From an optimization exercise on the open Yosys and OpenROAD flow, aimed at small area, a short achievable clock period and few clock cycles; shortcuts taken in it are not production practice. No activity file was given, so power comes from the tool's default toggle rates.

Design blind_frame_rx, start of the top module:
module blind_frame_rx (
    input  wire       clk,
    input  wire       rst,         
    input  wire       in_valid,
    input  wire [7:0] in_data,
    output reg        in_ready,
    output reg        evt_valid,
    output reg  [1:0] evt_code,    
    output reg  [7:0] evt_arg0,
    output reg  [7:0] evt_arg1,
    output reg        pay_valid,
    output reg  [7:0] pay_data,
    output reg        pay_last,
    input  wire       pay_ready
);
Settings: LEC_CHECK=0, ABC_CLOCK_PERIOD_IN_PS=2500, CAP_MARGIN=20, CORE_MARGIN=2, CORE_UTILIZATION=55, CTS_CLUSTER_DIAMETER=60, CTS_CLUSTER_SIZE=30, SLEW_MARGIN=20; clock period 9.0 ns.
standard.sh (not shown) runs the stock make flow with config.mk's settings and CLKGATE_MAP_FILE= SYNTH_SCRIPT=/design/flow/synth_recipe.tcl, a recipe that flattens the netlist after the stock synthesis.
==> flow/flow/run.sh <==
#!/bin/bash
set -euo pipefail
bash standard.sh \
    "BUFFER_PORTS_ARGS=-buffer_cell sky130_fd_sc_hd__buf_4" \
    SETUP_SLACK_MARGIN=6.3 \
    finish > make_finish.log 2>&1
The starting point finished clean.
Rerun with:
--- a/flow/flow/run.sh
+++ b/flow/flow/run.sh
@@ -5 +5 @@
-    SETUP_SLACK_MARGIN=6.3 \
+    SETUP_SLACK_MARGIN=6 \
- area after synthesis stays the same
- utilization fell by 0.40 points
- design area fell by 0.65%
- total power fell by 0.87%
- clock-buffer cell count fell by 7
- clock skew rose by 0.016 ns
- wire length rose by 4.4%
- first-iteration DRC count rose by 8.2%
- die area is unchanged
No functional check of the RTL was part of any run of this note.

---

Setup of alpha:
Another version of the RTL of blind_frame_rx (not shown whole).
For scale: ~2200 flip-flops, roughly 42 I/O pins, ~0.050 mm² of cells after synthesis.
==> flow/design.v (excerpt) <==
module blind_frame_rx (
    input  wire       clk,
    input  wire       rst,         
    input  wire       in_valid,
    input  wire [7:0] in_data,
    output reg        in_ready,
    output reg        evt_valid,
    output reg  [1:0] evt_code,    
    output reg  [7:0] evt_arg0,
    output reg  [7:0] evt_arg1,
    output reg        pay_valid,
    output reg  [7:0] pay_data,
    output reg        pay_last,
    input  wire       pay_ready
);
    localparam [1:0] EV_NOISE    = 2'd0;
    localparam [1:0] EV_OVERFLOW = 2'd1;
    localparam [1:0] EV_FRAME    = 2'd2;
    localparam [1:0] EV_CRC_ERR  = 2'd3;
    localparam K  = 5;                  
    localparam NT = 256 >> K;
    function [7:0] crc8_step;
        input [7:0] a;
        input [7:0] b;
        integer i;
        reg [7:0] c;
        begin
            c = a ^ b;
            for (i = 0; i < 8; i = i + 1)
                c = c[7] ? ((c << 1) ^ 8'h07) : (c << 1);
            crc8_step = c;
        end
    endfunction
    reg       a_v, b_v;
    reg [7:0] a_d, b_d;
    wire      push = in_valid && in_ready;
    wire      pop;
    always @(posedge clk) begin
        if (rst) begin
            a_v      <= 1'b0;
            b_v      <= 1'b0;
            in_ready <= 1'b1;
        end else begin
            if (!a_v || pop) begin
                a_v      <= b_v || push;
                b_v      <= 1'b0;
                in_ready <= 1'b1;
            end else if (push) begin
                b_v      <= 1'b1;
                in_ready <= 1'b0;
            end
        end
    end
    always @(posedge clk) begin
        if (!a_v || pop)
            a_d <= b_v ? b_d : in_data;
        if (in_ready)
            b_d <= in_data;
    end
    reg  [7:0] ring [0:255];
    reg  [7:0] wd, rd, fsd;             
    wire [NT-1:0] wsel;
    reg  [7:0] wdata;
    genvar g;
    generate
        for (g = 0; g < 256; g = g + 1) begin : st
            if ((g % (1 << K)) == 1) begin : wt
  ...
Settings: LEC_CHECK=0, ABC_CLOCK_PERIOD_IN_PS=2500, CAP_MARGIN=20, CORE_MARGIN=2, CORE_UTILIZATION=40, SETUP_SLACK_MARGIN=5, SLEW_MARGIN=20; clock period 9.0 ns.
run.sh (not shown) runs the stock make flow with config.mk's settings and CLKGATE_MAP_FILE= SYNTH_SCRIPT=/design/flow/synth_recipe.tcl, a recipe that flattens the netlist after the stock synthesis.
Stock flow here: none of the scripts above is used.
Modified inputs, beta compared to alpha
Settings: CORE_UTILIZATION: 40 -> 65; CTS_CLUSTER_SIZE: unset -> 30; CTS_BUF_LIST: unset -> sky130_fd_sc_hd__clkbuf_8.
## What came out
All of beta and alpha finish clean.
When the final numbers for beta and alpha were put side by side, the final cell utilization of the core turned out to be smaller in alpha.
Going from alpha to beta, met2 layer wire length in the routed design grows by 11000 µm.
Relative to alpha, the non-clock buffer count measured on beta has decreased by a few percent.
Summary of beta over alpha: clock skew increased by 74 ps relative to the old numbers; largest fanout of any net on the critical path roughly the same; share of the final layout cell area in multi-input gates neither gained nor lost much.
Total power ended up about 2.2% lower on beta than on alpha.
No run of this note included a check of the RTL's function; only the layout flow was run.

---

== exp/onyx ==
Another version of the RTL of blind_frame_rx (not shown whole).
Size: ~42 I/O pins, ~51000 sq um of cells after synthesis.
clock: 9.0 ns
lec_check: 0
abc_clock_period_in_ps: 2500
cap_margin: 20
core_margin: 2
core_utilization: 55
cts_cluster_diameter: 60
cts_cluster_size: 30
slew_margin: 20
tns_end_percent: 5
standard.sh (not shown) runs the stock make flow with config.mk's settings and CLKGATE_MAP_FILE= SYNTH_SCRIPT=/design/flow/synth_recipe.tcl, a recipe that flattens the netlist after the stock synthesis.
==> flow/flow/run.sh <==
#!/bin/bash
set -euo pipefail
bash standard.sh \
    "BUFFER_PORTS_ARGS=-buffer_cell sky130_fd_sc_hd__buf_4" \
    SETUP_SLACK_MARGIN=6.3 \
    finish > make_finish.log 2>&1
exp/onyx finished all stages; the layout is clean.
> inputs changed (exp/onyx -> exp/tundra)
# exp/onyx
export LEC_CHECK = 0
export ABC_CLOCK_PERIOD_IN_PS = 2500
export CAP_MARGIN = 20
export CORE_MARGIN = 2
export CORE_UTILIZATION = 55
export CTS_CLUSTER_DIAMETER = 60
export CTS_CLUSTER_SIZE = 30
export SLEW_MARGIN = 20
export TNS_END_PERCENT = 5
create_clock -name core_clock -period 9.0 [get_ports {clk}]
# exp/tundra
export LEC_CHECK = 0
export ABC_CLOCK_PERIOD_IN_PS = 2500
export CAP_MARGIN = 20
export CORE_MARGIN = 2
export CORE_UTILIZATION = 55
export CTS_CLUSTER_DIAMETER = 60
export CTS_CLUSTER_SIZE = 30
export SLEW_MARGIN = 20
create_clock -name core_clock -period 9.0 [get_ports {clk}]
==> flow/flow/run.sh <==
#!/bin/bash
set -euo pipefail
bash standard.sh \
    "BUFFER_PORTS_ARGS=-buffer_cell sky130_fd_sc_hd__buf_4" \
    SETUP_SLACK_MARGIN=6 \
    finish > make_finish.log 2>&1
--- outcome ---
- exp/onyx vs exp/tundra, top layer reached by signal wires: met5 vs met4
- On exp/tundra: layout overhead on the synthesized area is 0.31 points lower than what exp/onyx gave.
- [compare] base=exp/onyx new=exp/tundra: part of the power in registers has increased; global-route usage over all layers has increased; post-detailed-route via-to-cell ratio has remained practically unchanged.
- Comparing exp/tundra with exp/onyx, the filler cell count in the final layout came out essentially unchanged.
- | via count | exp/tundra vs exp/onyx | ≈ equal |
- ~same register cell area after layout in exp/tundra and exp/onyx
Function was not checked in any run of this note: the RTL went through the layout flow alone.

==> re-timing with driven ports <==
How much do the figures lean on ideal ports? The routed layouts below were timed once more, with nothing changed but the port constraints. Step 1 sets driving cells, clkbuf_16 on the clock port and buf_2 on the other inputs (assumed; they add their load-dependent delay and slew). Step 2 adds t to the input delays and takes it off the output delays; t is the mean of the earliest and latest rising clock arrival at the registers after step 1. Input paths then give back, and output paths get back, about the clock's delay inside the block. Three values: ideal ports, drivers, drivers and shift; two values: the first two.
run	t, ns	setup WS [ns]	latest minus earliest clock arrival (ns)
the first run of note 1	0.751	5.969 / 5.907 / 5.681	0.040 / 0.040
the second run of note 1	0.766	5.988 / 5.919 / 5.656	0.054 / 0.054
alpha	0.824	5.181 / 5.114 / 5.745	0.056 / 0.057
beta	0.948	5.291 / 5.222 / 5.480	0.150 / 0.150
exp/onyx	0.763	5.971 / 5.919 / 5.732	0.052 / 0.052
exp/tundra	0.748	6.023 / 5.960 / 5.552	0.053 / 0.052
After both steps setup and hold are still met in every run listed. For exp/tundra, which loses most, drivers alone change the setup slack by -0.063 ns; drivers and shift together by -0.471 ns.
